Context: an optimization exercise on an open-source flow, tuned for small area and few clock cycles. The choices shown serve that exercise and are no tape-out recipe. Where RTL was checked, it was by simulation tests only, not by an equivalence proof against the original. The RTL of run 2 was laid out without a check of its function. In run 6 the design's own scripts or RTL, not TritonCTS, make the clock network. The clock port is modelled as an ideal driver, which makes a skipped or thinned clock tree look cheaper than it is; a real chip needs a root buffer or a tree. Power is estimated from default activity; no workload was simulated.

[run.sh]
#!/bin/bash
# synth_recipe.tcl (not shown) runs the flow's synth.tcl, then flattens the netlist and writes it again
# the make line also repeats each setting of config.mk as NAME=value (left out here)
make -C /OpenROAD-flow-scripts/flow DESIGN_CONFIG=/design/flow/config.mk WORK_HOME=/design/flow/orfs CLKGATE_MAP_FILE= SYNTH_SCRIPT=/design/flow/synth_recipe.tcl finish
[config.mk]
export PLATFORM = sky130hd
export DESIGN_NAME = gxc16
export DESIGN_NICKNAME = gxc16
export VERILOG_FILES = /design/flow/design.v
export SDC_FILE = /design/flow/constraint.sdc
export NUM_CORES = 4
export LEC_CHECK = 0
export ABC_AREA = 1
export CAP_MARGIN = 20
export CORE_MARGIN = 2
export CORE_UTILIZATION = 40
export SLEW_MARGIN = 20
[design.v]
module gxc16 (
    input  wire         clk,
    input  wire         rst,             
    input  wire         cmd_valid,
    output wire         cmd_ready,
    input  wire [127:0] cmd_word,
    output wire         rsp_valid,
    output wire [1:0]   rsp_status,
    output wire [15:0]  rsp_data,
    output wire [7:0]   rsp_errp,
    output wire         bus_req_valid,
    output wire [1:0]   bus_req_op,      
    output wire [7:0]   bus_req_reg,
    output wire [1:0]   bus_req_len,     
    output wire [15:0]  bus_req_wdata,   
    input  wire         bus_cpl_valid,
    input  wire         bus_cpl_err,
    input  wire [7:0]   bus_cpl_rdata,
    input  wire [7:0]   bus_cpl_errp
);
    localparam [1:0] ST_OK      = 2'd0,
                     ST_ERR_DIR = 2'd1,
                     ST_ERR_ILL = 2'd2,
                     ST_ERR_BUS = 2'd3;
    localparam [3:0] OPC_CFG   = 4'h1,
                     OPC_RD    = 4'h2,
                     OPC_RDPIN = 4'h3,
                     OPC_WR    = 4'h4,
                     OPC_WRPIN = 4'h5;
    reg [15:0] input_mask;
    reg [15:0] output_mask;
    reg [15:0] active_low_mask;
    reg [15:0] output_cache;
    wire [15:0] direction_mask = ~output_mask;
    reg         req;         
    reg         rsp;         
    reg         m_cfg;       
    reg         m_rd;        
    reg         m_pin;       
    reg  [2:0]  cnt;         
    reg         half;        
    reg         phase;       
    reg         cont;        
    reg  [1:0]  status_q;
    reg  [47:0] dq;
    wire [127:0] w   = cmd_word;
    wire [3:0]   opc = w[127:124];
    wire z_res = ~|w[122:97];
    wire z_a   = ~|w[96:32];
    wire z_b   = ~|w[31:16];
    wire z_c   = ~|w[15:9];
    wire z_d   = ~w[8];
    wire z_e   = ~|w[7:4];
    wire is_cfg   = (opc == OPC_CFG);
    wire is_rd    = (opc == OPC_RD);
    wire is_rdpin = (opc == OPC_RDPIN);
    wire is_wr    = (opc == OPC_WR);
    wire is_wrpin = (opc == OPC_WRPIN);
    wire legal = ~w[123] & z_res &
                 (is_cfg |
                  (is_rd    & z_a & z_b) |
                  (is_rdpin & z_a & z_b & z_c & z_d & z_e) |
                  (is_wr    & z_a) |
                  (is_wrpin & z_a & z_b & z_c & z_e));
    reg [15:0] f_in, f_out, f_pu, f_al, f_rise, f_fall;
    integer p;
    always @(*) begin
        for (p = 0; p < 16; p = p + 1) begin
            f_in[p]   = w[6*p + 0];
            f_out[p]  = w[6*p + 1];
            f_pu[p]   = w[6*p + 2];
            f_al[p]   = w[6*p + 3];
            f_rise[p] = w[6*p + 4];
            f_fall[p] = w[6*p + 5];
        end
    end
    wire        is_pin  = is_rdpin | is_wrpin;
    wire        is_rdc  = is_rd | is_rdpin;
    wire [15:0] pin_bit = 16'd1 << w[3:0];
    wire [15:0] mask    = is_pin ? pin_bit : (is_wr ? w[31:16] : w[15:0]);
    wire [15:0] val     = is_wrpin ? {16{w[8]}} : w[15:0];
    wire [15:0] mo      = mask & output_mask;
    wire        pin_out = |mo;                        
    wire        dir_err = (is_rdpin & pin_out) | (is_wrpin & ~pin_out);
    wire [15:0] tmask   = is_rdc ? mask : mo;         
    wire        t_a     = |tmask[7:0];
    wire        t_b     = |tmask[15:8];
    wire [15:0] new_val = (output_cache & ~mo) | (val & mo);
    wire cfg_upd  = legal & is_cfg;
    wire no_txn   = ~legal | dir_err | (is_cfg ? ~w[96] : ~(t_a | t_b));
    wire [15:0] d_ir = dq[15:0];
    wire [15:0] d_if = dq[31:16];
    wire [15:0] d_ip = dq[47:32];
    reg  [15:0] cfg_wd;
    always @(*) begin
        case (cnt)
            3'b000:  cfg_wd = direction_mask;
            3'b010:  cfg_wd = d_ir | d_if;
            3'b011:  cfg_wd = d_if & ~d_ir;
            3'b100:  cfg_wd = d_ir ^ d_if;
            default: cfg_wd = d_ip;
        endcase
    end
    wire [7:0] wr_byte = half ? (dq[15:8] ^ active_low_mask[15:8])
                              : (dq[7:0]  ^ active_low_mask[7:0]);
    wire [7:0] rd_x   = bus_cpl_rdata ^ (half ? active_low_mask[15:8] : active_low_mask[7:0]);
    wire [7:0] rd_y   = rd_x & (half ? dq[15:8] : dq[7:0]);
    wire       rd_bit = |rd_y;
    wire cpl  = req & bus_cpl_valid;
    wire acc  = cmd_valid & ~req;
    wire last = m_cfg ? (cnt == 3'b110) : ((~m_rd | phase) & ~cont);
    always @(posedge clk) begin
        if (rst) begin
            req             <= 1'b0;
            rsp             <= 1'b0;
            input_mask      <= 16'h0000;
            output_mask     <= 16'h0000;
            active_low_mask <= 16'h0000;
            output_cache    <= 16'h0000;
        end else begin
            rsp <= 1'b0;
            if (acc) begin
                m_cfg    <= is_cfg;
                m_rd     <= is_rdc;
                m_pin    <= is_rdpin;
                cnt      <= 3'b000;
                phase    <= 1'b0;
                half     <= ~t_a;
                cont     <= t_a & t_b;
                status_q <= ~legal ? ST_ERR_ILL : (dir_err ? ST_ERR_DIR : ST_OK);
                req      <= ~no_txn;
                rsp      <= no_txn;
                if (cfg_upd) begin
                    active_low_mask <= active_low_mask | f_al;
                    input_mask      <= input_mask | f_in;
                    output_mask     <= output_mask | (f_out & ~f_in);
                end
                if (is_cfg)
                    dq <= {f_in & f_pu, f_in & f_fall, f_in & f_rise};
                else if (is_rd)
                    dq[15:0] <= mask & input_mask;
                else if (is_rdpin)
                    dq[15:0] <= mask;
                else
                    dq[15:0] <= new_val;
            end else if (cpl) begin
                if (bus_cpl_err) begin
                    req        <= 1'b0;
                    rsp        <= 1'b1;
                    status_q   <= ST_ERR_BUS;
                    dq[23:16]  <= bus_cpl_errp;
                end else begin
                    if (m_rd & phase) begin
                        if (m_pin)
                            dq[15:0] <= {15'd0, rd_bit};
                        else if (half)
                            dq[15:8] <= rd_y;
                        else
                            dq[7:0]  <= rd_y;
                    end
                    if (last) begin
                        req <= 1'b0;
                        rsp <= 1'b1;
                        if (~m_cfg & ~m_rd)
                            output_cache <= dq[15:0];
                    end else if (m_cfg) begin
                        case (cnt)
                            3'b000:  cnt <= 3'b010;
                            3'b010:  cnt <= 3'b011;
                            3'b011:  cnt <= 3'b100;
                            default: cnt <= 3'b110;
                        endcase
                    end else if (m_rd & ~phase) begin
                        phase <= 1'b1;
                    end else begin
                        half  <= 1'b1;
                        phase <= 1'b0;
                        cont  <= 1'b0;
                    end
                end
            end
        end
    end
    assign cmd_ready     = ~req;
    assign rsp_valid     = rsp;
    assign rsp_status    = status_q;
    assign rsp_data      = ({16{m_rd & (status_q == ST_OK)}} & dq[15:0]) |
                           {16{status_q == ST_ERR_DIR}};
    assign rsp_errp      = dq[23:16];
    assign bus_req_valid = req;
    assign bus_req_op    = {m_rd & phase, m_rd & ~phase};
    assign bus_req_reg   = m_cfg ? {4'h0, cnt, 1'b0} : {7'b0001001, half};
    assign bus_req_len   = {m_cfg, ~m_cfg};
    assign bus_req_wdata = {cfg_wd[15:8], m_cfg ? cfg_wd[7:0] : wr_byte};
endmodule
[constraint.sdc]
create_clock -name core_clock -period 10.0 [get_ports {clk}]
set_input_delay 2.0000 -clock core_clock [delete_from_list [all_inputs] [get_ports {clk}]]
set_output_delay 2.0000 -clock core_clock [all_outputs]
set_load 0.01 [all_outputs]
==> summary.txt, run 1 <==
Status: complete, no violations
Die area: 22400 um2
Hold Vio Cnt, Final: 0
Largest net degree at the start of global routing: 54
Required time of the critical path: 8.00 ns
Clk buf depth: 2
Cts repair resizes: 0
Starting density of the core: 40.5%
Worst VDD drop: 0.116 mV
CTS buffer count: 17
Top cell type's share of synthesized area: 20.9%
Setup WS pre-CTS: 4.61 ns
Number of flops mapped to enable cells by yosys: 59
Synth Flop Type: dfxtp_1
Total Wirelength: 36300 um
Non-filler cells, final: 1644
WL/cell: 22.1 um
Final nets: 1536
Final setup TNS: 0 ns
Latest clock arrival within the worst-skew pair: 0.42 ns
Setup slack after layout: 4.79 ns
Final setup vio count: 0
Peak Freq: 192 MHz
Gr ovfl total: 0
Via Count: 9251
HPWL Detailed: 28600 um
Die Height: 150 um
Io pins: 206
Total setup buffers inserted after CTS: 0
Yosys Warn Count: 1
Clock-pin slew on the worst setup and hold paths: 0.07 ns
CP Capture Type: output pin
Slew headroom: 33.8%
Drt pass-1 iters: 5
HP Class: reg2reg
DRC Markers: 0
Worst hold slack: 0.454 ns
CTS root buffer: clkbuf_16
Pleak: 4.65 nW
Synth unique cells: 45
GRT Total Usage: 32.7%
Vias/cell: 5.63
CTS H-Tree Depth: 4
Row cnt: 53
Flops & latches, synth: 125
Chip width: 150 um
Worst Setup Start Kind: flop
Final Wtd Congestion: 1.00
Cell taking the most area after synthesis: edfxtp_1
Core ar.: 21000 um2
Port Buffer Count: 202
Vias in the first global route: 8867
1st-iter DRT viols: 814
Share of layout cells above drive strength 1: 5.92%
Sequential share of the synthesized area: 36.4%
Final Util: 53.2%
Period utilization: 52.1%
CTS tree: yes
Final slew viol count: 0
Kind of critical path: reg2out
Main area contributors after synthesis: edfxtp_1 21%, dfxtp_1 16%, nand2_1 12%, inv_1 7.5%, a21oi_1 6.0%
Syn Area/Cell: 7.19 um2
Worst Path Arrival: 3.21 ns
RSZ-0062 raised after global routing: false
Placed insts: 1611
Cells after synthesis: 1182
DRT antenna net count: 0
Fin crit period: 5.21 ns
Ys async rst share: 0%
Max-cap viol count: 0
Clock sinks: 125
Initial antenna violation count: 1
Hold Buf Count CTS: 0
Clock skew: 0.0128 ns
Least-Margin Pin Slew: 0.992 ns
Crit path max fanout: 9
First-pass GRT wire length: 54000 um
Power Density: 121 nW/um2
Mapped Area: 8500 um2
Area Overhead vs Synth: 31.2%
## synth_stat cells (all sizes together) (13+ instances only)
cell type / n
o2111ai: 13
nor4: 18
o21ai: 92
nand2: 275
o211ai: 32
a21oi: 102
inv: 178
nand3b: 15
edfxtp: 59
ha: 32
nor3: 13
clkbuf: 28
nand3: 82
nand4: 14
buf: 29
nor2: 69
dfxtp: 66
## final cells by class
| class | count | area [um2] |
|---|---|---|
| Antenna cell | 1 | 2.50 |
| Tap cell | 275 | 344 |
| Inverter | 181 | 679 |
| Multi-Input combinational cell | 821 | 4420 |
| Fill cell | 2171 | 9810 |
| Clock buffer | 17 | 425 |
| Timing Repair Buffer | 209 | 2070 |
| Sequential cell | 125 | 3090 |
| Clock inverter | 15 | 115 |
## cell families after synthesis
kind of cell / after synthesis / synth area share [%]
AND/OR/NAND/NOR: 496 / 26.9
AO/OA/AOI/OAI: 288 / 19.9
buffers and inverters: 238 / 11.8
flip-flops: 125 / 36.4
adder cells (fa/ha/maj): 32 / 4.71
XOR/XNOR: 2 / 0.206
other: 1 / 0.0441
## power by group
group	switching (mW)	internal, mW	total [mW]
Sequential	0.00346	0.541	0.544
Clock	0.265	0.320	0.584
Combinational	0.126	0.0975	0.224
Total	0.394	0.958	1.35
## placed cells by master (no fill, tap or decap), drive strengths merged, types with 15 or more instances in the layout
| cell type | n |
|---|---|
| a21oi | 102 |
| clkbuf | 17 |
| clkdlybuf4s50 | 201 |
| dfxtp | 66 |
| edfxtp | 59 |
| ha | 32 |
| inv | 182 |
| nand2 | 275 |
| nand3 | 82 |
| nand3b | 15 |
| nor2 | 69 |
| nor4 | 18 |
| o211ai | 32 |
| o21ai | 92 |
## final timing paths
| check | slack (ns) | to | cells past startpoint | from |
|---|---|---|---|---|
| worst max-delay path | 4.79 | bus_req_wdata[13] | 8 | cnt[1] |
| worst min-delay path | 0.45 | input_mask[0] | 2 | input_mask[0] |
| worst min register to register | 0.45 | input_mask[0] | 2 | input_mask[0] |
| worst max register to register | 6.73 | output_mask[12] | 8 | req |
## sequential cells by signal, summed over array words and instances (netlist names)
signal and cells:
rsp 1, cnt 3, status_q 2, input_mask 16, cont 1, m_pin 1, active_low_mask 16, output_mask 16
output_cache 16, m_cfg 1, m_rd 1, req 1, half 1, dq 48, phase 1
## critical path: stages, from the launching register on
cell and delay (ns):
edfxtp_1 0.42, nor2_1 0.19, inv_1 0.07, nor2_1 0.69, inv_1 0.43, o22ai_1 0.24, a221oi_1 0.09, nand2_1 0.12
clkdlybuf4s50_1 0.54
## layer usage
metal | track usage [%] | up-vias | share of wire, %
li1 | - | 4367 | -
met1 | 45.4 | 4344 | 43
met2 | 51.7 | 476 | 45
met3 | 6.16 | 64 | 9.0
met4 | 9.91 | 0 | 2.7
met5 | 0 | - | 0
## stage by stage
stage / area [um2] / total power, mW
detailed placement: 10600 / 0.776
global route: 11100 / 1.39
global placement: 10600 / 0.776
CTS: 11100 / 1.35
floorplan: 8500 / 0.646
finish: 11100 / 1.35
Testbench counts, summed over its fixed seeds: cycles 22,997.
==> run 2: changes to the inputs <==
--- a/design.v
+++ b/design.v
@@ -77,15 +77,13 @@
     wire        is_pin  = is_rdpin | is_wrpin;
     wire        is_rdc  = is_rd | is_rdpin;
     wire [15:0] pin_bit = 16'd1 << w[3:0];
-    wire [15:0] mask    = is_pin ? pin_bit : (is_wr ? w[31:16] : w[15:0]);
-    wire [15:0] val     = is_wrpin ? {16{w[8]}} : w[15:0];
-    wire [15:0] mo      = mask & output_mask;
-    wire        pin_out = |mo;                        
+    wire        pin_out = output_mask[w[3:0]];
     wire        dir_err = (is_rdpin & pin_out) | (is_wrpin & ~pin_out);
-    wire [15:0] tmask   = is_rdc ? mask : mo;         
-    wire        t_a     = |tmask[7:0];
-    wire        t_b     = |tmask[15:8];
-    wire [15:0] new_val = (output_cache & ~mo) | (val & mo);
+    wire [15:0] wsel    = is_wrpin ? pin_bit : (w[31:16] & output_mask);
+    wire [15:0] wval    = is_wrpin ? {16{w[8]}} : w[15:0];
+    wire [15:0] new_val = (output_cache & ~wsel) | (wval & wsel);
+    wire        t_a     = is_pin ? ~w[3] : (is_rd ? |w[7:0]  : |(w[23:16] & output_mask[7:0]));
+    wire        t_b     = is_pin ?  w[3] : (is_rd ? |w[15:8] : |(w[31:24] & output_mask[15:8]));
     wire cfg_upd  = legal & is_cfg;
     wire no_txn   = ~legal | dir_err | (is_cfg ? ~w[96] : ~(t_a | t_b));
     wire [15:0] d_ir = dq[15:0];
@@ -101,11 +99,11 @@
             default: cfg_wd = d_ip;
         endcase
     end
-    wire [7:0] wr_byte = half ? (dq[15:8] ^ active_low_mask[15:8])
-                              : (dq[7:0]  ^ active_low_mask[7:0]);
+    wire [7:0] wr_byte = half ? (dq[31:24] ^ active_low_mask[15:8])
+                              : (dq[23:16] ^ active_low_mask[7:0]);
     wire [7:0] rd_x   = bus_cpl_rdata ^ (half ? active_low_mask[15:8] : active_low_mask[7:0]);
     wire [7:0] rd_y   = rd_x & (half ? dq[15:8] : dq[7:0]);
-    wire       rd_bit = |rd_y;
+    wire       rd_bit = rd_x[dq[2:0]];
     wire cpl  = req & bus_cpl_valid;
     wire acc  = cmd_valid & ~req;
     wire last = m_cfg ? (cnt == 3'b110) : ((~m_rd | phase) & ~cont);
@@ -137,12 +135,10 @@
                 end
                 if (is_cfg)
                     dq <= {f_in & f_pu, f_in & f_fall, f_in & f_rise};
-                else if (is_rd)
-                    dq[15:0] <= mask & input_mask;
-                else if (is_rdpin)
-                    dq[15:0] <= mask;
-                else
-                    dq[15:0] <= new_val;
+                else begin
+                    dq[15:0]  <= w[15:0] & (input_mask | {16{is_rdpin}});
+                    dq[31:16] <= new_val;
+                end
             end else if (cpl) begin
                 if (bus_cpl_err) begin
                     req        <= 1'b0;
@@ -152,7 +148,7 @@
                 end else begin
                     if (m_rd & phase) begin
                         if (m_pin)
-                            dq[15:0] <= {15'd0, rd_bit};
+                            dq[0] <= rd_bit;
                         else if (half)
                             dq[15:8] <= rd_y;
                         else
@@ -162,7 +158,7 @@
                         req <= 1'b0;
                         rsp <= 1'b1;
                         if (~m_cfg & ~m_rd)
-                            output_cache <= dq[15:0];
+                            output_cache <= dq[31:16];
                     end else if (m_cfg) begin
                         case (cnt)
                             3'b000:  cnt <= 3'b010;
@@ -184,7 +180,8 @@
     assign cmd_ready     = ~req;
     assign rsp_valid     = rsp;
     assign rsp_status    = status_q;
-    assign rsp_data      = ({16{m_rd & (status_q == ST_OK)}} & dq[15:0]) |
+    wire show = m_rd & (status_q == ST_OK);
+    assign rsp_data      = {({15{show & ~m_pin}} & dq[15:1]), show & dq[0]} |
                            {16{status_q == ST_ERR_DIR}};
     assign rsp_errp      = dq[23:16];
     assign bus_req_valid = req;
==> flow/run.sh (new file) <==
#!/bin/bash
# Standard ORFS layout (the standard.sh), with the port buffers made from
# the smallest buffer cell instead of the default choice.
set -euo pipefail
export BUFFER_PORTS_ARGS="-buffer_cell sky130_fd_sc_hd__buf_1"
bash standard.sh > standard.log 2>&1
==> standard.sh (new file) <==
#!/bin/bash
# synth_recipe.tcl (not shown) runs the flow's synth.tcl, then flattens the netlist and writes it again
# the make line also repeats each setting of config.mk as NAME=value (left out here)
make -C /OpenROAD-flow-scripts/flow DESIGN_CONFIG=/design/flow/config.mk WORK_HOME=/design/flow/orfs CLKGATE_MAP_FILE= SYNTH_SCRIPT=/design/flow/synth_recipe.tcl "${@:-finish}"
removed: run.sh
==> run 2 against run 1 <==
Net effect:
- clock-buffer cell count grew 1
- combinational power down 25%
- first-iteration DRC count up 13%
- design area decreased by 14%
- die area down 4.1%
- sequential share of layout area increased by 4.5 points
- synthesized cell count down 3.4%
- highest routed layer unchanged
==> summary.txt, run 2 <==
Status: complete, no violations
Syn Area/Cell: 7.12 um2 (-0.87%)
Final slew viol count: 0 (unchanged)
Final setup vio count: 0 (unchanged)
Power Density: 143 nW/um2 (+18%)
Hold Vio Cnt, Final: 0 (unchanged)
Least-Margin Pin Slew: 1.01 ns (+0.0207 ns)
Kind of critical path: reg2out
Final Wtd Congestion: 0.973 (-2.8%)
Crit path top cell by count: inv_1
Slew headroom: 32.5% (-1.3 points)
DR top layer: met4
Synth Flop Type: dfxtp_1
Setup slack after layout: 5.39 ns (+0.601 ns)
Starting density of the core: 40.5% (-0.070 points)
Top cell type's share of synthesized area: 21.8% (+0.92 points)
Die area: 21500 um2 (-4.1%)
Cell taking the most area after synthesis: edfxtp_1
Reg2Reg Depth: 5 (-3)
Chip width: 147 um (-2.1%)
DRC Markers: 0 (unchanged)
Metal2 WL: 14300 um (-13%)
Gr ovfl total: 0 (unchanged)
CTS tree: yes
Largest register FFs: 48 (unchanged)
Worst path slowest cell: edfxtp_1
Worst Path Arrival: 2.61 ns (-0.60 ns)
Worst hold slack: 0.459 ns (+0.00495 ns)
Crit path largest cell delay: 0.81 ns (+0.12 ns)
CTS root buffer: clkbuf_16
Largest reg by FF count: dq
HP Class: reg2reg
Top post-synthesis cells by count: 212 x nand2_1, 155 x inv_1, 143 x nor2_1
CTS H-Tree Depth: 4 (unchanged)
Via Count: 8835 (-4.5%)
Row cnt: 52 (-1.9%)
First-pass GRT wire length: 49600 um (-8.1%)
Hold Buf Count CTS: 0 (unchanged)
Core ar.: 20100 um2 (-4.1%)
Worst Hold Depth: 2 (unchanged)
Fin crit period: 4.61 ns (-0.601 ns)
Io pins: 206 (unchanged)
Ys async rst share: 0% (unchanged)
DRT antenna net count: 0 (unchanged)
Final setup TNS: 0 ns (unchanged)
Commonest non-fill, non-tap cell in the layout: nand2_1
DP Area: 8990 um2 (-15%)
Crit path max fanout: 21 (+12)
Required time of the critical path: 8.00 ns (about the same)
Final nets: 1496 (-2.6%)
Yosys Warn Count: 1 (unchanged)
Pleak: 3.95 nW (-15%)
Vias in the first global route: 8007 (-9.7%)
Main area contributors after synthesis: edfxtp_1 22%, dfxtp_1 16%, nand2_1 9.8%, inv_1 7.2%, nor2_1 6.6%
Number of flops mapped to enable cells by yosys: 59 (unchanged)
Critical-path cell list: inv_1, nor2_1, inv_1, a21oi_1, o21ai_0, o221ai_1, buf_1
Top-count cell post-synth: nand2_1
Flops & latches, synth: 125 (unchanged)
Setup WS pre-CTS: 5.32 ns (+0.717 ns)
DR WL met3: 3780 um (+15%)
Clock sinks: 125 (unchanged)
Total Wirelength: 34100 um (-6.1%)
Worst VDD drop: 0.119 mV (+2.6%)
Sequential share of the synthesized area: 38.0% (+1.6 points)
RSZ-0062 raised after global routing: false
Commonest non-fill, non-tap cells in the layout: 212 x nand2_1, 201 x buf_1, 154 x inv_1, 143 x nor2_1, 95 x o21ai_0
Period utilization: 46.1% (-6.0 points)
Clock-pin slew on the worst setup and hold paths: 0.07 ns (about the same)
Total Power: 1.37 mW (+1.3%)
Initial antenna violation count: 0 (-1)
Peak Freq: 217 MHz (+13%)
Share of layout cells above drive strength 1: 4.82% (-1.1 points)
Worst Setup Start Kind: flop
Mapped Area: 8140 um2 (-4.2%)
Max-cap viol count: 0 (unchanged)
DRT met1 WL: 14700 um (-5.7%)
Clock skew: 0.00845 ns (-0.00431 ns)
Cts repair resizes: 0 (unchanged)
Antenna Cells: 0 (-1)
Clk buf depth: 2 (unchanged)
Area Overhead vs Synth: 17.9%
Cells after synthesis: 1142 (-3.4%)
CTS buffer count: 17 (unchanged)
Die Height: 147 um (-2.1%)
Filler cells: 2143 (-1.3%)
1st-iter DRT viols: 917 (+13%)
HPWL Detailed: 27300 um (-4.5%)
Total setup buffers inserted after CTS: 0 (unchanged)
Final Cell Area: 9590 um2 (-14%)
Port Buffer Count: 202 (unchanged)
Synth unique cells: 42 (-6.7%)
Latest clock arrival within the worst-skew pair: 0.44 ns (+0.02 ns)
Largest net degree at the start of global routing: 44 (-19%)
GRT Total Usage: 31.5% (-1.2 points)
CP Capture Type: output pin
Vias/cell: 5.53 (-1.7%)
WL/cell: 21.4 um (-3.4%)
Drt pass-1 iters: 6 (+1)
[run 2: changes by cell type in the layout (fill, tap and decap cells not counted), moves of 8 or more]
cell	delta
buf_1	+201
clkdlybuf4s50_1	-201
nor2_1	+88
nand2_1	-56
a21oi_1	-23
o22ai_1	+23
inv_1	-15
nand3b_1	-15
o21a_1	+15
nor4_1	-12
o21ai_0	+9
nor3_1	-8
o2111ai_1	-8
[run 2: through the flow]
step,util (%),cells
2_1_floorplan,-,1144
3_3_place_gp,44.7,1566
3_5_place_dp,44.7,1566
4_1_cts,47.7,1598
5_1_grt,47.7,1598
6_report,47.7,1598
[run 2: routing by layer]
| metal | track usage [%] | up-vias |
|---|---|---|
| met3 | 6.50 | 79 |
| met2 | 45.8 | 514 |
| met5 | 0 | - |
| li1 | - | 4196 |
| met4 | 13.3 | 0 |
| met1 | 45.2 | 4046 |
[run 2: layout make-up]
| cell class | instances | area [um2] | share of cell area (%) |
|---|---|---|---|
| multi-input combinational | 796 | 4130 | 43.0 |
| clock inverter | 14 | 156 | 1.63 |
| sequential | 125 | 3090 | 32.3 |
| clock buffer | 18 | 439 | 4.58 |
| timing repair buffer | 209 | 812 | 8.47 |
| inverter | 166 | 624 | 6.51 |
| tap | 270 | 338 | 3.52 |
[run 2: cells by family (layout without fill, tap and decap cells)]
family                   count (synthesis)  in the layout  share of synthesized area (%)
adder cells (fa/ha/maj)                 32             32                           4.92
flip-flops                             125            125                           38.0
other                                    1              3                         0.0461
AND/OR/NAND/NOR                        471            471                           24.2
XOR/XNOR                                 9              9                          0.969
AO/OA/AOI/OAI                          281            281                           20.4
buffers and inverters                  223            407                           11.5
[run 2: path summary, 6_finish.rpt]
check | slack (ns) | start | to
max reg2reg | 7.35 | req | dq[7]
min reg2reg | 0.46 | input_mask[0] | input_mask[0]
max | 5.39 | half | bus_req_wdata[3]
min | 0.46 | input_mask[0] | input_mask[0]
[run 2: power by group]
| part | total, mW | internal (mW) | switching [mW] | leakage [nW] |
|---|---|---|---|---|
| combinational | 0.169 | 0.0472 | 0.121 | 2.58 |
| sequential | 0.555 | 0.546 | 0.00881 | 1.09 |
| clock | 0.647 | 0.379 | 0.268 | 0.286 |
| total | 1.37 | 0.972 | 0.398 | 3.95 |
[run 2: worst max-delay path: cells and delay by family, from the launching register on]
kind | cells | cell delay, ns
AO/OA/AOI/OAI | 3 | 0.47
buffers and inverters | 3 | 0.51
flip-flops | 1 | 0.81
AND/OR/NAND/NOR | 1 | 0.38
==> run 3: changes to the inputs <==
--- a/design.v
+++ b/design.v
@@ -28,10 +28,10 @@
                      OPC_WR    = 4'h4,
                      OPC_WRPIN = 4'h5;
     reg [15:0] input_mask;
-    reg [15:0] output_mask;
+    reg [15:0] direction_mask;
     reg [15:0] active_low_mask;
     reg [15:0] output_cache;
-    wire [15:0] direction_mask = ~output_mask;
+    wire [15:0] output_mask = ~direction_mask;
     reg         req;         
     reg         rsp;         
     reg         m_cfg;       
@@ -86,19 +86,17 @@
     wire        t_b     = is_pin ?  w[3] : (is_rd ? |w[15:8] : |(w[31:24] & output_mask[15:8]));
     wire cfg_upd  = legal & is_cfg;
     wire no_txn   = ~legal | dir_err | (is_cfg ? ~w[96] : ~(t_a | t_b));
-    wire [15:0] d_ir = dq[15:0];
-    wire [15:0] d_if = dq[31:16];
-    wire [15:0] d_ip = dq[47:32];
-    reg  [15:0] cfg_wd;
-    always @(*) begin
-        case (cnt)
-            3'b000:  cfg_wd = direction_mask;
-            3'b010:  cfg_wd = d_ir | d_if;
-            3'b011:  cfg_wd = d_if & ~d_ir;
-            3'b100:  cfg_wd = d_ir ^ d_if;
-            default: cfg_wd = d_ip;
-        endcase
-    end
+    wire [15:0] d_a = dq[15:0];
+    wire [15:0] d_b = dq[31:16];
+    wire [15:0] d_p = dq[47:32];
+    wire s_dir = (cnt == 3'b000);
+    wire s_ie  = (cnt == 3'b010);
+    wire s_dv  = (cnt == 3'b011);
+    wire s_cm  = (cnt == 3'b100);
+    wire s_pu  = (cnt == 3'b110);
+    wire [15:0] cfg_wd = ({16{s_ie | s_cm}} & d_a) | ({16{s_ie}} & d_b) |
+                         ({16{s_dv}} & d_a & d_b) |
+                         ({16{s_dir}} & direction_mask) | ({16{s_pu}} & d_p);
     wire [7:0] wr_byte = half ? (dq[31:24] ^ active_low_mask[15:8])
                               : (dq[23:16] ^ active_low_mask[7:0]);
     wire [7:0] rd_x   = bus_cpl_rdata ^ (half ? active_low_mask[15:8] : active_low_mask[7:0]);
@@ -112,7 +110,7 @@
             req             <= 1'b0;
             rsp             <= 1'b0;
             input_mask      <= 16'h0000;
-            output_mask     <= 16'h0000;
+            direction_mask  <= 16'hFFFF;
             active_low_mask <= 16'h0000;
             output_cache    <= 16'h0000;
         end else begin
@@ -131,10 +129,10 @@
                 if (cfg_upd) begin
                     active_low_mask <= active_low_mask | f_al;
                     input_mask      <= input_mask | f_in;
-                    output_mask     <= output_mask | (f_out & ~f_in);
+                    direction_mask  <= direction_mask & ~(f_out & ~f_in);
                 end
                 if (is_cfg)
-                    dq <= {f_in & f_pu, f_in & f_fall, f_in & f_rise};
+                    dq <= {f_in & f_pu, f_in & f_fall, f_in & (f_rise ^ f_fall)};
                 else begin
                     dq[15:0]  <= w[15:0] & (input_mask | {16{is_rdpin}});
                     dq[31:16] <= new_val;
==> flow/run.sh (replaced) <==
#!/bin/bash
# The standard ORFS layout (standard.sh) with two changes:
#  - synthesis maps the logic with an area-only ABC script (flow/abc_area.script,
#    used through ABC_AREA=1); registers are mapped before ABC as usual;
#  - the port buffers use the smallest buffer cell.
set -euo pipefail
here=$(pwd)
rm -rf "$here/scripts_mod"
cp -r "$FLOW_HOME/scripts" "$here/scripts_mod"
cp "$here/flow/abc_area.script" "$here/scripts_mod/abc_area.script"
export BUFFER_PORTS_ARGS="-buffer_cell sky130_fd_sc_hd__buf_1"
bash standard.sh SCRIPTS_DIR="$here/scripts_mod" finish > standard.log 2>&1
==> flow/abc_area.script (new file) <==
&get -n
&st
&dc2
&dch -f
&nf -a
&put
strash
&get -n
&dc2
&dch -f
&nf -a
&put
topo
--- a/config.mk
+++ b/config.mk
@@ -6,7 +6,8 @@
 export NUM_CORES = 4
 export LEC_CHECK = 0
 export ABC_AREA = 1
-export CAP_MARGIN = 20
+export CAP_MARGIN = 0
 export CORE_MARGIN = 2
 export CORE_UTILIZATION = 40
-export SLEW_MARGIN = 20
+export CTS_BUF_LIST = sky130_fd_sc_hd__clkbuf_4 sky130_fd_sc_hd__clkbuf_8
+export SLEW_MARGIN = 0
==> run 3 against run 2 <==
Net effect:
- still clean on timing, DRC and antenna
- synthesized cell count shrank 24%
- die area shrank 9.8%
- largest power group is now registers
- maximum frequency shrank 9.7%
==> summary.txt, run 3 <==
Max-cap viol count: 0 (unchanged)
Setup crit end: bus_req_wdata[0]
Hold Vio Cnt, Final: 0 (unchanged)
Clock skew: 0.0142 ns (+0.00576 ns)
Row cnt: 49 (-5.8%)
Status: complete, no violations
Final slew viol count: 0 (unchanged)
Flop-to-flop setup slack: 7.10 ns (-0.25 ns)
Worst Path Arrival: 3.11 ns (+0.50 ns)
Worst path slowest cell: nor2_1
Top post-synthesis cells by count: 148 x nand2_1, 86 x a21oi_1, 67 x nor2_1
Crit path largest cell delay: 1.10 ns (+0.29 ns)
Initial antenna violation count: 1 (+1)
Reg2reg end: output_cache[14]
DRC Markers: 0 (unchanged)
Final Cell Area: 8880 um2 (-7.4%)
CTS tree: yes
Gr ovfl total: 0 (unchanged)
Largest reg by FF count: dq
Slew headroom: 14.6% (-18 points)
Commonest non-fill, non-tap cells in the layout: 201 x buf_1, 148 x nand2_1, 86 x a21oi_1, 67 x nor2_1, 66 x dfxtp_1
Top-count cell post-synth: nand2_1
Synth unique cells: 55 (+31%)
Syn Area/Cell: 8.44 um2 (+18%)
Port Buffer Count: 202 (unchanged)
Core ar.: 18000 um2 (-11%)
Area Overhead vs Synth: 21.4%
Final setup TNS: 0 ns (unchanged)
CP Capture Type: output pin
Drt pass-1 iters: 6 (unchanged)
Number of flops mapped to enable cells by yosys: 59 (unchanged)
Sequential share of the synthesized area: 42.3% (+4.2 points)
Die area: 19400 um2 (-9.8%)
Cts repair resizes: 0 (unchanged)
WL/cell: 23.1 um (+8.3%)
GRT Total Usage: 31.0% (-0.45 points)
Total setup buffers inserted after CTS: 0 (unchanged)
Final setup vio count: 0 (unchanged)
Total Wirelength: 30800 um (-9.6%)
Synth Flop Type: dfxtp_1
Power Density: 140 nW/um2 (-2.0%)
Antenna Cells: 0 (unchanged)
Final nets: 1256 (-16%)
Crit path max fanout: 23 (+9.5%)
RSZ-0062 raised after global routing: false
Final Wtd Congestion: 0.984 (+1.2%)
CTS root buffer: clkbuf_8
HP Class: reg2reg
Flops & latches, synth: 125 (unchanged)
Worst setup path startpoint: cnt[0]
Die Height: 139 um (-5.0%)
Largest register FFs: 48 (unchanged)
CTS buffer count: 17 (unchanged)
First-pass GRT wire length: 45100 um (-8.9%)
Clk buf depth: 2 (unchanged)
Cells after synthesis: 867 (-24%)
Cell taking the most area after synthesis: edfxtp_1
CTS H-Tree Depth: 4 (unchanged)
DP Area: 8430 um2 (-6.2%)
Vias/cell: 6.03 (+9.1%)
Kind of critical path: reg2out
Worst Setup Start Kind: flop
Yosys Warn Count: 1 (unchanged)
Starting density of the core: 40.7% (+0.27 points)
Chip width: 139 um (-5.0%)
Io pins: 206 (unchanged)
Share of layout cells above drive strength 1: 4.98% (+0.16 points)
Clock sinks: 125 (unchanged)
Period utilization: 51.1% (+4.9 points)
Critical-path cell list: nor2_1, a222oi_1, nand2_1, nand2_1, nand3_1, buf_1
Pleak: 3.22 nW (-19%)
Clock-pin slew on the worst setup and hold paths: 0.08 ns (about the same)
Critical R2R Launch: m_cfg
Required time of the critical path: 8.00 ns (about the same)
1st-iter DRT viols: 1091 (+19%)
Reg2Reg Depth: 7 (+2)
Main area contributors after synthesis: edfxtp_1 24%, dfxtp_1 18%, nand2_1 7.6%, a21oi_1 5.9%, nor2_1 3.4%
Largest net degree at the start of global routing: 53 (+20%)
Ys async rst share: 0% (unchanged)
Vias in the first global route: 7463 (-6.8%)
Latest clock arrival within the worst-skew pair: 0.47 ns (+0.03 ns)
Least-Margin Pin Slew: 1.28 ns (+0.263 ns)
Peak Freq: 196 MHz (-9.7%)
Mapped Area: 7320 um2 (-10%)
Hold Buf Count CTS: 0 (unchanged)
Via Count: 8037 (-9.0%)
Crit path top cell by count: nand2_1
DRT antenna net count: 0 (unchanged)
Top cell type's share of synthesized area: 24.2% (+2.4 points)
HPWL Detailed: 22900 um (-16%)
Commonest non-fill, non-tap cell in the layout: buf_1
Worst VDD drop: 0.0880 mV (-26%)
Fin crit period: 5.11 ns (+0.493 ns)
run 3: final cells by class:
class / count / area, um2
sequential: 125 / 3090
fill: 1805 / 9080
clock buffer: 17 / 234
timing repair buffer: 216 / 865
multi-input combinational: 683 / 4010
inverter: 48 / 180
tap: 229 / 287
clock inverter: 15 / 221
run 3: worst max-delay path, delay by kind of cell, from the launching register on:
family / cells / cell delay (ns)
buf+inv: 1 / 0.16
flops: 1 / 0.74
compound gates: 1 / 0.32
simple gates: 4 / 1.41
run 3: worst min path at each step:
stage	slack, ns	to	from	cells after the start
2_1_floorplan	0.42	output_cache[0]	output_cache[0]	2
3_3_place_gp	0.44	output_cache[14]	output_cache[14]	2
3_5_place_dp	0.44	output_cache[2]	output_cache[2]	2
4_1_cts	0.45	output_cache[2]	output_cache[2]	2
5_1_grt	0.47	output_cache[13]	output_cache[13]	2
6_report	0.46	output_cache[2]	output_cache[2]	2
run 3: cells by family (layout without fill, tap and decap cells):
| logic type | Yosys count | after routing | share of synthesized area, % |
|---|---|---|---|
| adder cells (fa/ha/maj) | 16 | 16 | 2.74 |
| multiplexers | 14 | 14 | 2.09 |
| other | 1 | 3 | 0.0512 |
| buffers and inverters | 61 | 296 | 3.79 |
| XOR/XNOR | 9 | 9 | 1.08 |
| flip-flops | 125 | 125 | 42.3 |
| AO/OA/AOI/OAI | 257 | 257 | 22.4 |
| AND/OR/NAND/NOR | 384 | 384 | 25.6 |
run 3: stage by stage:
stage	hold slack (ns)	total power [mW]	std cells	setup WS (ns)	util, %
2_1_floorplan	0.423	0.639	869	2.59	-
3_3_place_gp	0.438	0.729	1301	4.88	46.9
3_5_place_dp	0.443	0.729	1301	4.68	46.9
4_1_cts	0.454	1.24	1333	4.89	49.5
5_1_grt	0.468	1.28	1333	4.71	49.5
6_report	0.455	1.24	1333	4.89	49.5
run 3: per-layer routing:
| layer | share of wire, % | wire length [um] | track usage (%) | up-vias |
|---|---|---|---|---|
| met1 | 41 | 12500 | 41.9 | 3759 |
| li1 | - | - | - | 3699 |
| met2 | 45 | 13800 | 47.3 | 510 |
| met4 | 3.1 | 953 | 11.7 | 0 |
| met5 | 0 | 0 | 0 | - |
| met3 | 12 | 3570 | 8.71 | 69 |
run 3: report_power, final:
group	switching (mW)	total [mW]	leakage [nW]	internal [mW]
Clock	0.226	0.522	0.218	0.296
Sequential	0.0137	0.558	1.09	0.544
Combinational	0.110	0.165	1.91	0.0547
Testbench counts of run 3, summed over its fixed seeds: cycles 22,997.
==> run 4: changes to the inputs <==
==> config.mk (replaced) <==
export PLATFORM = sky130hd
export DESIGN_NAME = gxc16
export DESIGN_NICKNAME = gxc16
export VERILOG_FILES = /design/flow/design.v
export SDC_FILE = /design/flow/constraint.sdc
export NUM_CORES = 4
export LEC_CHECK = 0
export ABC_AREA = 1
export CAP_MARGIN = 20
export CORE_MARGIN = 2
export CORE_UTILIZATION = 40
export CTS_BUF_LIST = sky130_fd_sc_hd__clkbuf_8
export SLEW_MARGIN = 20
==> run 4 against run 3 <==
Net effect:
- clock skew grew 0.00083 ns
- largest power group unchanged
- die area did not move
- sequential share of layout area increased by 0.064 points
- flip-flop and latch count is the same
- still clean on timing, DRC and antenna
- first-iteration DRC count grew 2.7%
- wire length down 0.54%
- critical path type is now in2reg
- total power down 2.4%
- design area shrank 0.18%
==> summary.txt, run 4 <==
Largest reg by FF count: dq
Starting density of the core: 40.7% (unchanged)
Crit path max fanout: 44 (+91%)
Max-cap viol count: 0 (unchanged)
Total setup buffers inserted after CTS: 0 (unchanged)
DRT met1 WL: 12600 um (+0.37%)
Final setup TNS: 0 ns (unchanged)
Commonest non-fill, non-tap cells in the layout: 201 x buf_1, 148 x nand2_1, 86 x a21oi_1, 66 x nor2_1, 66 x dfxtp_1
DRC Markers: 0 (unchanged)
Gr ovfl total: 0 (unchanged)
DR top layer: met4
Power Density: 137 nW/um2 (-2.2%)
Clock-pin slew on the worst setup and hold paths: 0.08 ns (about the same)
Worst VDD drop: 0.0991 mV (+13%)
Largest net degree at the start of global routing: 53 (unchanged)
Clk buf depth: 2 (unchanged)
First-pass GRT wire length: 44800 um (-0.87%)
Clock sinks: 125 (unchanged)
Worst Path Arrival: 5.06 ns (+1.95 ns)
Final nets: 1256 (unchanged)
Port Buffer Count: 202 (unchanged)
Peak Freq: 205 MHz (+4.8%)
Chip width: 139 um (unchanged)
Number of flops mapped to enable cells by yosys: 59 (unchanged)
Initial antenna violation count: 0 (-1)
Top post-synthesis cells by count: 148 x nand2_1, 86 x a21oi_1, 67 x nor2_1
CTS root buffer: clkbuf_8
Hold Buf Count CTS: 0 (unchanged)
Vias/cell: 6.02 (-0.11%)
Antenna Cells: 0 (unchanged)
Cts repair resizes: 0 (unchanged)
Footprint of the multi-input gates: 4010 um2 (+0.22%)
RSZ-0062 raised after global routing: false
Final Util: 49.4% (-0.091 points)
HPWL Detailed: 22900 um (-0.20%)
Ys async rst share: 0% (unchanged)
DR WL met3: 3560 um (-0.48%)
Main area contributors after synthesis: edfxtp_1 24%, dfxtp_1 18%, nand2_1 7.6%, a21oi_1 5.9%, nor2_1 3.4%
Sequential share of the synthesized area: 42.3% (unchanged)
Cells after synthesis: 867 (unchanged)
Synth Flop Type: dfxtp_1
CTS tree: yes
DRT antenna net count: 0 (unchanged)
Hold Vio Cnt, Final: 0 (unchanged)
Critical R2R Launch: m_cfg
Final Wtd Congestion: 0.984 (unchanged)
Io pins: 206 (unchanged)
Final setup vio count: 0 (unchanged)
1st-iter DRT viols: 1121 (+2.7%)
Worst Setup Start Kind: input port
Synth unique cells: 55 (unchanged)
Final slew viol count: 0 (unchanged)
Reg2Reg Depth: 7 (unchanged)
Pleak: 3.21 nW (-0.19%)
HP Class: reg2reg
Share of layout cells above drive strength 1: 4.98% (unchanged)
Required time of the critical path: 10.19 ns (+2.19 ns)
Filler cells: 1841 (+2.0%)
Metal2 WL: 13600 um (-1.6%)
Clock skew: 0.0150 ns (+0.000834 ns)
Least-Margin Pin Slew: 1.04 ns (-0.234 ns)
Total Wirelength: 30700 um (-0.54%)
Vias in the first global route: 7274 (-2.5%)
Final Cell Area: 8870 um2 (-0.18%)
DP Area: 8440 um2 (+0.10%)
WL/cell: 23.0 um (-0.54%)
Top cell type's share of synthesized area: 24.2% (unchanged)
Reg2reg end: output_cache[4]
Mapped Area: 7320 um2 (unchanged)
CTS buffer count: 17 (unchanged)
Drt pass-1 iters: 6 (unchanged)
CTS H-Tree Depth: 4 (unchanged)
Flops & latches, synth: 125 (unchanged)
Flop-to-flop setup slack: 7.12 ns (+0.02 ns)
Largest register FFs: 48 (unchanged)
Die area: 19400 um2 (unchanged)
Register area: 3090 um2 (unchanged)
Syn Area/Cell: 8.44 um2 (unchanged)
Commonest non-fill, non-tap cell in the layout: buf_1
Top-count cell post-synth: nand2_1
Area Overhead vs Synth: 21.2%
Status: complete, no violations
CP Capture Type: flop
Row cnt: 49 (unchanged)
Yosys Warn Count: 1 (unchanged)
Worst setup path startpoint: cmd_word[124]
Die Height: 139 um (unchanged)
Slew headroom: 30.2% (+16 points)
Core ar.: 18000 um2 (unchanged)
Setup crit end: dq[10]
Cell taking the most area after synthesis: edfxtp_1
Kind of critical path: in2reg
Via Count: 8028 (-0.11%)
Latest clock arrival within the worst-skew pair: 0.46 ns (about the same)
Total Power: 1.21 mW (-2.4%)
GRT Total Usage: 30.8% (-0.22 points)
Fin crit period: 4.87 ns (-0.233 ns)
Period utilization: 48.7% (-2.3 points)
-- run 4: final cells by class --
cell class                      count  area share, %
Tap cell                          229           3.23
Timing Repair Buffer              216           9.75
Clock inverter                     15           2.22
Sequential cell                   125           34.9
Clock buffer                       17           2.64
Multi-Input combinational cell    683           45.3
Inverter                           48           2.03
-- run 4: stage by stage --
| step | hold slack [ns] | cells | worst slack, ns |
|---|---|---|---|
| 2_1_floorplan | 0.423 | 869 | 2.59 |
| 3_3_place_gp | 0.438 | 1301 | 4.88 |
| 3_5_place_dp | 0.443 | 1301 | 4.74 |
| 4_1_cts | 0.452 | 1333 | 5.23 |
| 5_1_grt | 0.468 | 1333 | 4.93 |
| 6_report | 0.450 | 1333 | 5.13 |
-- run 4: per-layer routing --
metal | up-vias | track usage, %
li1 | 3696 | -
met1 | 3764 | 42.4
met2 | 496 | 47.1
met3 | 72 | 8.12
met4 | 0 | 10.2
met5 | - | 0
-- run 4: cells by family (layout without fill, tap and decap cells) --
| logic type | count (synthesis) | count (layout) | share of synthesized area, % |
|---|---|---|---|
| AND/OR/NAND/NOR | 384 | 384 | 25.6 |
| AO/OA/AOI/OAI | 257 | 257 | 22.4 |
| flip-flops | 125 | 125 | 42.3 |
| buffers and inverters | 61 | 296 | 3.79 |
| adder cells (fa/ha/maj) | 16 | 16 | 2.74 |
| multiplexers | 14 | 14 | 2.09 |
| XOR/XNOR | 9 | 9 | 1.08 |
| other | 1 | 3 | 0.0512 |
-- run 4: how the worst min path moves through the flow --
stage | startpoint | end | slack, ns | cells past startpoint
floorplan | output_cache[0] | output_cache[0] | 0.42 | 2
global placement | output_cache[14] | output_cache[14] | 0.44 | 2
detailed placement | output_cache[7] | output_cache[7] | 0.44 | 2
CTS | output_cache[7] | output_cache[7] | 0.45 | 2
global route | output_cache[13] | output_cache[13] | 0.47 | 2
finish | output_cache[2] | output_cache[2] | 0.45 | 2
-- run 4: power by group --
group	internal, mW	total, mW	switching [mW]
Sequential	0.544	0.558	0.0140
Combinational	0.0548	0.164	0.110
Clock	0.271	0.492	0.221
-- run 4: critical path, stage by stage --
cell and delay [ns]:
buf_1 0.18, nor3b_2 0.88, nand2b_1 0.80, clkinv_1 0.15
buf_4 0.46, nor3_1 0.10, a31oi_1 0.32, o22ai_1 0.15
==> run 5: changes to the inputs <==
==> flow/run.sh (replaced) <==
#!/bin/bash
# The standard ORFS layout (standard.sh) with two changes:
#  - synthesis maps the logic with an area-only ABC script (flow/abc_area.script,
#    used through ABC_AREA=1); registers are mapped before ABC as usual;
#  - the port buffers use the smallest buffer cell;
#  - clock tree synthesis inserts no dummy loads.
set -euo pipefail
here=$(pwd)
rm -rf "$here/scripts_mod"
cp -r "$FLOW_HOME/scripts" "$here/scripts_mod"
cp "$here/flow/abc_area.script" "$here/scripts_mod/abc_area.script"
export BUFFER_PORTS_ARGS="-buffer_cell sky130_fd_sc_hd__buf_1"
export CTS_ARGS="-sink_clustering_enable -repair_clock_nets -dont_use_dummy_load -buf_list sky130_fd_sc_hd__clkbuf_8"
bash standard.sh SCRIPTS_DIR="$here/scripts_mod" finish > standard.log 2>&1
==> run 5 against run 4 <==
Net effect:
- wire length down 0.57%
- design area down 2.2%
- first-iteration DRC count fell by 8.6%
- clock-buffer cell count unchanged
- maximum frequency is 0.18% higher
- total power shrank 14%
- critical path depth unchanged
- non-clock buffer count did not move
- via count shrank 0.73%
- synthesized area stayed put
- core utilization decreased by 1.1 points
==> summary.txt, run 5 <==
First-pass GRT wire length: 44600 um (-0.32%)
Synth Flop Type: dfxtp_1
Least-Margin Pin Slew: 1.03 ns (-0.00915 ns)
Slew headroom: 30.8% (+0.61 points)
Mapped Area: 7320 um2 (unchanged)
Commonest non-fill, non-tap cells in the layout: 201 x buf_1, 148 x nand2_1, 86 x a21oi_1, 66 x nor2_1, 66 x dfxtp_1
Syn Area/Cell: 8.44 um2 (unchanged)
WL/cell: 23.1 um (+0.56%)
Largest reg by FF count: dq
Final nets: 1256 (unchanged)
Top cell type's share of synthesized area: 24.2% (unchanged)
Clock skew: 0.0329 ns (+0.0178 ns)
CTS tree: yes
Cts repair resizes: 0 (unchanged)
Latest clock arrival within the worst-skew pair: 0.46 ns (about the same)
Largest net degree at the start of global routing: 53 (unchanged)
Chip width: 139 um (unchanged)
Final slew viol count: 0 (unchanged)
Top post-synthesis cells by count: 148 x nand2_1, 86 x a21oi_1, 67 x nor2_1
Via Count: 7969 (-0.73%)
Hold Vio Cnt, Final: 0 (unchanged)
Status: complete, no violations
Peak Freq: 206 MHz (+0.18%)
Final setup vio count: 0 (unchanged)
CTS buffer count: 17 (unchanged)
Combinational share of power: 15.6% (+2.1 points)
Vias in the first global route: 7259 (-0.21%)
Cells after synthesis: 867 (unchanged)
Port Buffer Count: 202 (unchanged)
HPWL Detailed: 22900 um (unchanged)
Hold Buf Count CTS: 0 (unchanged)
Drt pass-1 iters: 8 (+2)
Vias/cell: 6.05 (+0.39%)
Share of layout cells above drive strength 1: 3.76% (-1.2 points)
CTS root buffer: clkbuf_8
Yosys Warn Count: 1 (unchanged)
Top-count cell post-synth: nand2_1
Row cnt: 49 (unchanged)
Period utilization: 48.6% (-0.089 points)
Starting density of the core: 40.7% (unchanged)
Clock share of power: 31.2% (-9.3 points)
Power Density: 121 nW/um2 (-12%)
Die area: 19400 um2 (unchanged)
Sequential share of the synthesized area: 42.3% (unchanged)
GRT Total Usage: 30.6% (-0.18 points)
Largest register FFs: 48 (unchanged)
DP Area: 8440 um2 (unchanged)
Flop-to-flop setup slack: 7.13 ns (about the same)
Reg power frac: 53.2% (+7.2 points)
Worst VDD drop: 0.0842 mV (-15%)
Worst Setup Start Kind: input port
Ys async rst share: 0% (unchanged)
DRT antenna net count: 0 (unchanged)
DRC Markers: 0 (unchanged)
Number of flops mapped to enable cells by yosys: 59 (unchanged)
Met2 usage in global routing: 46.9% (-0.28 points)
Required time of the critical path: 10.18 ns (about the same)
Gr ovfl total: 0 (unchanged)
Total Wirelength: 30500 um (-0.57%)
Clock-pin slew on the worst setup and hold paths: 0.06 ns (-0.02 ns)
Int Power: 749 uW (-14%)
Commonest non-fill, non-tap cell in the layout: buf_1
Switching Fraction: 28.7% (+0.29 points)
Main area contributors after synthesis: edfxtp_1 24%, dfxtp_1 18%, nand2_1 7.6%, a21oi_1 5.9%, nor2_1 3.4%
P_sw: 301 uW (-13%)
Cell taking the most area after synthesis: edfxtp_1
Non-filler cells, final: 1318 (-1.1%)
Io pins: 206 (unchanged)
Flops & latches, synth: 125 (unchanged)
Placed insts: 1301 (unchanged)
Kind of critical path: in2reg
Initial antenna violation count: 0 (unchanged)
Gr busiest metal: met2
CP Capture Type: flop
Worst Path Arrival: 5.04 ns (-0.02 ns)
HP Class: reg2reg
Die Height: 139 um (unchanged)
Grt met1 use: 42.3% (-0.15 points)
Synth unique cells: 55 (unchanged)
Total setup buffers inserted after CTS: 0 (unchanged)
Final Wtd Congestion: 0.984 (unchanged)
Fin crit period: 4.86 ns (-0.00888 ns)
CTS H-Tree Depth: 4 (unchanged)
1st-iter DRT viols: 1025 (-8.6%)
Clk buf depth: 2 (unchanged)
Crit path max fanout: 44 (unchanged)
Met3 GRT Util: 8.09% (-0.034 points)
RSZ-0062 raised after global routing: false
Max-cap viol count: 0 (unchanged)
Pleak: 3.13 nW (-2.7%)
Core ar.: 18000 um2 (unchanged)
Area Overhead vs Synth: 18.5%
Final setup TNS: 0 ns (unchanged)
Clock sinks: 125 (unchanged)
Total Power: 1.05 mW (-14%)
Final Cell Area: 8670 um2 (-2.2%)
Antenna Cells: 0 (unchanged)
[run 5: cell counts after synthesis]
No cell type changed its count.
[run 5: final cells by class]
type | instances | area, um2
Fill cell | 1864 | 9290
Clock buffer | 17 | 234
Inverter | 48 | 180
Tap cell | 229 | 287
Timing Repair Buffer | 216 | 865
Sequential cell | 125 | 3090
Multi-Input combinational cell | 683 | 4010
[run 5: power by group through the flow]
stage	logic (mW)	clock network (mW)	registers [mW]
after CTS	0.161	0.327	0.558
after global placement	0.160	0	0.569
after global routing	0.177	0.345	0.559
after detailed placement	0.160	0	0.569
after floorplan	0.0766	0	0.563
final	0.164	0.327	0.559
[run 5: critical path: stages]
cell,delay [ns]
buf_1,0.18
nor3b_2,0.87
nand2b_1,0.79
clkinv_1,0.14
buf_4,0.45
nor3_1,0.10
a31oi_1,0.34
o22ai_1,0.14
[run 5: cells by family after synthesis]
kind of cell	Yosys count	share of synthesized area, %
and+or+nand+nor	384	25.6
xor gates and xnor gates	9	1.08
adders and majority gates	16	2.74
AOI/OAI and AO/OA	257	22.4
other	1	0.0512
muxes	14	2.09
DFF	125	42.3
buffers and inverters	61	3.79
[run 5: per-stage QoR]
| stage | hold slack [ns] | util [%] | setup WS (ns) |
|---|---|---|---|
| 6_report | 0.448 | 48.3 | 5.14 |
| 3_5_place_dp | 0.443 | 47.0 | 4.74 |
| 5_1_grt | 0.467 | 48.3 | 4.93 |
| 3_3_place_gp | 0.438 | 46.9 | 4.88 |
| 4_1_cts | 0.450 | 48.3 | 5.21 |
| 2_1_floorplan | 0.423 | - | 2.59 |
[run 5: final timing paths]
| check | endpoint | startpoint | cells after the start |
|---|---|---|---|
| worst min-delay path | output_cache[7] | output_cache[7] | 2 |
| worst min register to register | output_cache[7] | output_cache[7] | 2 |
| worst max register to register | output_cache[12] | m_cfg | 7 |
| worst max-delay path | dq[10] | cmd_word[124] | 8 |
[run 5: metal layers]
layer / vias to the layer above / wire length, um
met5: - / 0
met4: 0 / 843
li1: 3677 / -
met2: 500 / 13700
met3: 67 / 3670
met1: 3725 / 12300
==> run 6: changes to the inputs <==
==> flow/run.sh (replaced) <==
#!/bin/bash
# The standard ORFS layout (standard.sh), run with a copy of the ORFS
# scripts that differs in three ways:
#  - synthesis maps the logic with an area-only ABC script (flow/abc_area.script,
#    used through ABC_AREA=1); registers are mapped before ABC as usual;
#  - the port buffers use the smallest buffer cell (buf_1);
#  - the clock tree is built by flow/manual_cts.tcl instead of TritonCTS: one
#    root buffer at the clock port's net, one leaf buffer per group of about 12
#    nearby flip-flops, the same two buffer levels to every register.
# Everything else, including timing repair after CTS, is ORFS's own step.
# Each tool's output is in standard.log and orfs/logs/.
set -euo pipefail
here=$(pwd)
rm -rf "$here/scripts_mod"
cp -r "$FLOW_HOME/scripts" "$here/scripts_mod"
cp "$here/flow/abc_area.script" "$here/scripts_mod/abc_area.script"
python3 - "$here/scripts_mod/cts.tcl" "$here/flow/manual_cts.tcl" <<'PY'
import sys
p, m = sys.argv[1], sys.argv[2]
s = open(p).read()
old = "log_cmd clock_tree_synthesis {*}$cts_args\n"
assert s.count(old) == 1
s = s.replace(old, "source {%s}\nmcts_build clk sky130_fd_sc_hd__clkbuf_8 sky130_fd_sc_hd__clkbuf_8 12\nset_propagated_clock [all_clocks]\n" % m)
open(p, "w").write(s)
PY
export BUFFER_PORTS_ARGS="-buffer_cell sky130_fd_sc_hd__buf_1"
bash standard.sh SCRIPTS_DIR="$here/scripts_mod" finish > standard.log 2>&1
==> flow/manual_cts.tcl (new file) <==
# Clock tree built directly: the flip-flops are split into groups of nearby
# cells (k-means on their placed locations); each group gets one leaf clock
# buffer at its centre, and one root buffer next to the clock port drives
# all leaf buffers.  Every register sees the same two buffer levels.
proc mcts_build { clk_port leaf_cell root_cell group_size } {
  set block [ord::get_db_block]
  set clk_net [[$block findBTerm $clk_port] getNet]
  set sinks {}
  foreach it [$clk_net getITerms] {
    lappend sinks $it
  }
  set n [llength $sinks]
  set k [expr {int(ceil(double($n) / $group_size))}]
  if {$k < 1} { set k 1 }
  # sink locations (cell centres)
  set xs {}; set ys {}
  foreach it $sinks {
    set bb [[$it getInst] getBBox]
    lappend xs [expr {([$bb xMin] + [$bb xMax]) / 2.0}]
    lappend ys [expr {([$bb yMin] + [$bb yMax]) / 2.0}]
  }
  # k-means, seeded with sinks spread along the sorted x order
  set order [lsort -integer -indices [lmap x $xs {expr {int($x)}}]]
  set cx {}; set cy {}
  for {set j 0} {$j < $k} {incr j} {
    set i [lindex $order [expr {int(($j + 0.5) * $n / $k)}]]
    lappend cx [lindex $xs $i]; lappend cy [lindex $ys $i]
  }
  set cap [expr {int(ceil(double($n) / $k)) + 2}]
  for {set iter 0} {$iter < 30} {incr iter} {
    # balanced assignment: nearest centre with room left, farthest sinks first
    set cnt [lrepeat $k 0]
    set asg [lrepeat $n -1]
    set pairs {}
    for {set i 0} {$i < $n} {incr i} {
      set best 1e30
      for {set j 0} {$j < $k} {incr j} {
        set d [expr {abs([lindex $xs $i] - [lindex $cx $j]) + abs([lindex $ys $i] - [lindex $cy $j])}]
        if {$d < $best} { set best $d }
      }
      lappend pairs [list $i $best]
    }
    foreach p [lsort -real -decreasing -index 1 $pairs] {
      set i [lindex $p 0]
      set best 1e30; set bj -1
      for {set j 0} {$j < $k} {incr j} {
        if {[lindex $cnt $j] >= $cap} { continue }
        set d [expr {abs([lindex $xs $i] - [lindex $cx $j]) + abs([lindex $ys $i] - [lindex $cy $j])}]
        if {$d < $best} { set best $d; set bj $j }
      }
      lset asg $i $bj
      lset cnt $bj [expr {[lindex $cnt $bj] + 1}]
    }
    set sx [lrepeat $k 0.0]; set sy [lrepeat $k 0.0]
    for {set i 0} {$i < $n} {incr i} {
      set j [lindex $asg $i]
      lset sx $j [expr {[lindex $sx $j] + [lindex $xs $i]}]
      lset sy $j [expr {[lindex $sy $j] + [lindex $ys $i]}]
    }
    for {set j 0} {$j < $k} {incr j} {
      if {[lindex $cnt $j] > 0} {
        lset cx $j [expr {[lindex $sx $j] / [lindex $cnt $j]}]
        lset cy $j [expr {[lindex $sy $j] / [lindex $cnt $j]}]
      }
    }
  }
  # root buffer between the clock port and the leaf buffers, at the centre
  # of the leaf buffers
  set rx 0.0; set ry 0.0
  for {set j 0} {$j < $k} {incr j} {
    set rx [expr {$rx + [lindex $cx $j] / $k}]
    set ry [expr {$ry + [lindex $cy $j] / $k}]
  }
  set root_master [[ord::get_db] findMaster $root_cell]
  set leaf_master [[ord::get_db] findMaster $leaf_cell]
  set root [odb::dbInst_create $block $root_master "clkbuf_root"]
  set root_net [odb::dbNet_create $block "clknet_root"]
  $root_net setSigType CLOCK
  [$root findITerm A] connect $clk_net
  [$root findITerm X] connect $root_net
  $root setLocation [expr {int($rx)}] [expr {int($ry)}]
  $root setPlacementStatus PLACED
  for {set j 0} {$j < $k} {incr j} {
    set b [odb::dbInst_create $block $leaf_master "clkbuf_leaf_$j"]
    set net [odb::dbNet_create $block "clknet_leaf_$j"]
    $net setSigType CLOCK
    [$b findITerm A] connect $root_net
    [$b findITerm X] connect $net
    $b setLocation [expr {int([lindex $cx $j])}] [expr {int([lindex $cy $j])}]
    $b setPlacementStatus PLACED
  }
  for {set i 0} {$i < $n} {incr i} {
    set it [lindex $sinks $i]
    $it disconnect
    $it connect [$block findNet "clknet_leaf_[lindex $asg $i]"]
  }
  $clk_net setSigType CLOCK
  puts "manual CTS: $n sinks, $k leaf buffers ($leaf_cell), sizes [lsort -integer $cnt]"
}
==> run 6 against run 5 <==
Net effect:
- still clean
- sequential share of layout area grew 0.29 points
- die area stayed put
- wire length fell by 0.56%
- cell count decreased by 0.38%
- clock skew is 0.013 ns lower
- largest cell class unchanged
==> summary.txt, run 6 <==
Status: complete, no violations
Syn Area/Cell: 8.44 um2 (unchanged)
Antenna Cells: 0 (unchanged)
Combinational share of power: 16.3% (+0.7 points)
Flop-to-flop setup slack: 7.15 ns (+0.02 ns)
Final Wtd Congestion: 0.984 (unchanged)
Commonest non-fill, non-tap cell in the layout: buf_1
Mapped Area: 7320 um2 (unchanged)
Cell taking the most area after synthesis: edfxtp_1
Vias/cell: 5.99 (-0.92%)
Cts repair resizes: 0 (unchanged)
Clock skew: 0.0196 ns (-0.0132 ns)
First-pass GRT wire length: 44500 um (-0.17%)
Main area contributors after synthesis: edfxtp_1 24%, dfxtp_1 18%, nand2_1 7.6%, a21oi_1 5.9%, nor2_1 3.4%
Initial antenna violation count: 1 (+1)
Int Power: 706 uW (-5.8%)
Top post-synthesis cells by count: 148 x nand2_1, 86 x a21oi_1, 67 x nor2_1
Non-filler cells, final: 1313 (-0.38%)
Io pins: 206 (unchanged)
Adder-cell share of the synthesized area: 2.74% (unchanged)
Hold_sp: output_cache[2]
Cells after synthesis: 867 (unchanged)
Vias in the first global route: 7281 (+0.30%)
Synth unique cells: 55 (unchanged)
Via Count: 7866 (-1.3%)
Top cell type's share of synthesized area: 24.2% (unchanged)
Clock share of power: 27.9% (-3.3 points)
Reg2reg end: output_cache[4]
Final slew viol count: 0 (unchanged)
Largest net degree at the start of global routing: 53 (unchanged)
Worst Path Arrival: 5.07 ns (+0.03 ns)
Synth Flop Type: dfxtp_1
Hold Vio Cnt, Final: 0 (unchanged)
Number of flops mapped to enable cells by yosys: 59 (unchanged)
Die area: 19400 um2 (unchanged)
Min-Delay Endpoint: output_cache[2]
Core ar.: 18000 um2 (unchanged)
Power Density: 116 nW/um2 (-3.9%)
Ys async rst share: 0% (unchanged)
DRC Markers: 0 (unchanged)
Total Wirelength: 30300 um (-0.56%)
HP Class: reg2reg
Yosys Warn Count: 1 (unchanged)
Clock-pin slew on the worst setup and hold paths: 0.08 ns (+0.02 ns)
Placed insts: 1301 (unchanged)
Required time of the critical path: 10.19 ns (about the same)
Critical R2R Launch: m_cfg
Drt pass-1 iters: 5 (-3)
DRT antenna net count: 0 (unchanged)
Pleak: 3.09 nW (-1.2%)
Largest reg by FF count: dq
Compound-Gate Fraction of Synth Area: 22.4% (unchanged)
Final setup vio count: 0 (unchanged)
P_sw: 295 uW (-1.9%)
Largest family of logic cells by synthesized area: simple AND/OR/NAND/NOR gates
Flops & latches, synth: 125 (unchanged)
Latest clock arrival within the worst-skew pair: 0.46 ns (about the same)
Kind of critical path: in2reg
Least-Margin Pin Slew: 1.06 ns (+0.0250 ns)
Final Util: 47.9% (-0.38 points)
Total Power: 1.00 mW (-4.7%)
Sequential share of the synthesized area: 42.3% (unchanged)
Setup slack after layout: 5.12 ns (-0.0173 ns)
Switching Fraction: 29.5% (+0.82 points)
1st-iter DRT viols: 1088 (+6.1%)
Hold Buf Count CTS: 0 (unchanged)
Worst Hold Depth: 2 (unchanged)
Fin crit period: 4.88 ns (+0.0173 ns)
Starting density of the core: 40.7% (unchanged)
Area Overhead vs Synth: 17.5%
Top-count cell post-synth: nand2_1
Final nets: 1251 (-0.40%)
Slew headroom: 29.1% (-1.7 points)
Largest register FFs: 48 (unchanged)
Peak Freq: 205 MHz (-0.35%)
Row cnt: 49 (unchanged)
Total setup buffers inserted after CTS: 0 (unchanged)
Commonest non-fill, non-tap cells in the layout: 201 x buf_1, 148 x nand2_1, 86 x a21oi_1, 66 x nor2_1, 66 x dfxtp_1
Worst hold slack: 0.449 ns (+0.000749 ns)
Gr ovfl total: 0 (unchanged)
WL/cell: 23.1 um (-0.19%)
Worst Setup Start Kind: input port
Reg power frac: 55.8% (+2.6 points)
Setup WS pre-CTS: 4.74 ns (unchanged)
Max-cap viol count: 0 (unchanged)
Share of layout cells above drive strength 1: 3.32% (-0.44 points)
Die Height: 139 um (unchanged)
Synthesized-area fraction occupied by xor and xnor cells: 1.08% (unchanged)
Mux contribution to synthesized area: 2.09% (unchanged)
Simple-gate area share of the yosys netlist: 25.6% (unchanged)
Port Buffer Count: 202 (unchanged)
Reg2Reg Depth: 7 (unchanged)
Crit path max fanout: 44 (unchanged)
GRT Total Usage: 29.8% (-0.81 points)
Worst VDD drop: 0.0817 mV (-3.0%)
DP Area: 8440 um2 (unchanged)
Filler cells: 1874 (+0.54%)
Period utilization: 48.8% (+0.17 points)
Final setup TNS: 0 ns (unchanged)
RSZ-0062 raised after global routing: false
CP Capture Type: flop
Final Cell Area: 8600 um2 (-0.79%)
Chip width: 139 um (unchanged)
HPWL Detailed: 22900 um (unchanged)
==> run 6: cell counts after synthesis <==
No cell type changed its count.
==> run 6: final cells by class <==
cell class / instances / area, um2 / share of cell area [%]
multi-input cells: 683 / 4010 / 46.7
flip-flops and latches: 125 / 3090 / 36.0
repair buffers: 216 / 865 / 10.0
well taps: 229 / 287 / 3.33
inverters: 48 / 180 / 2.09
plain buffers: 12 / 165 / 1.92
==> run 6: power by group through the flow <==
| stage | registers [mW] | clock network (mW) | logic (mW) |
|---|---|---|---|
| detailed placement | 0.569 | 0 | 0.160 |
| global route | 0.559 | 0.302 | 0.177 |
| finish | 0.558 | 0.280 | 0.163 |
| floorplan | 0.563 | 0 | 0.0766 |
| CTS | 0.557 | 0.282 | 0.161 |
| global placement | 0.569 | 0 | 0.160 |
==> run 6: how the worst max path moves through the flow <==
| stage | start | end | slack [ns] | cells past startpoint |
|---|---|---|---|---|
| 6_report | cmd_word[124] | dq[11] | 5.12 | 8 |
| 4_1_cts | cmd_word[124] | dq[11] | 5.22 | 8 |
| 3_3_place_gp | cmd_word[124] | dq[10] | 4.88 | 8 |
| 3_5_place_dp | cmd_word[124] | direction_mask[15] | 4.74 | 8 |
| 2_1_floorplan | cmd_word[126] | direction_mask[4] | 2.59 | 6 |
| 5_1_grt | cmd_word[124] | direction_mask[9] | 4.95 | 8 |
==> run 6: cells by family (layout without fill, tap and decap cells) <==
group / count (synthesis) / in the layout
adders and majority gates: 16 / 16
AOI/OAI and AO/OA: 257 / 257
and+or+nand+nor: 384 / 384
xor gates and xnor gates: 9 / 9
muxes: 14 / 14
buffers and inverters: 61 / 276
DFF: 125 / 125
other: 1 / 3
==> run 6: worst max-delay path: stages <==
cell	delay (ns)
buf_1	0.18
nor3b_2	0.89
nand2b_1	0.80
clkinv_1	0.15
buf_4	0.44
nor3_1	0.11
a31oi_1	0.33
o22ai_1	0.14
==> run 6: per-layer routing <==
| layer | GRT usage [%] | wire [um] |
|---|---|---|
| met2 | 46.6 | 13400 |
| met3 | 7.36 | 4070 |
| met1 | 41.1 | 11900 |
| met4 | 8.45 | 970 |
| met5 | 0 | 13 |

separate check: timing with driven ports:
Ports are ideal in the flow. The routed layouts listed here were re-timed in OpenROAD.
Step 1 assumes that a clkbuf_16 drives the clock port and a buf_2 every other input.
Step 2, shift: input delay + t, output delay - t, t = (earliest + latest rising clock arrival at the registers) / 2. This alone moves slack from input paths to output paths.
a / b / c = no drivers / after step 1 / after step 2; a / b = the first two.
run	t, ns	setup WS [ns]
run 1	0.464	4.786 / 4.740 / 4.627
run 2	0.481	5.387 / 5.341 / 5.410
run 3	0.504	4.894 / 4.854 / 4.582
run 4	0.495	5.127 / 5.140 / 4.644
run 5	0.485	5.136 / 5.150 / 4.664
run 6	0.491	5.119 / 5.133 / 4.642
After both steps setup and hold are still met in every run listed.
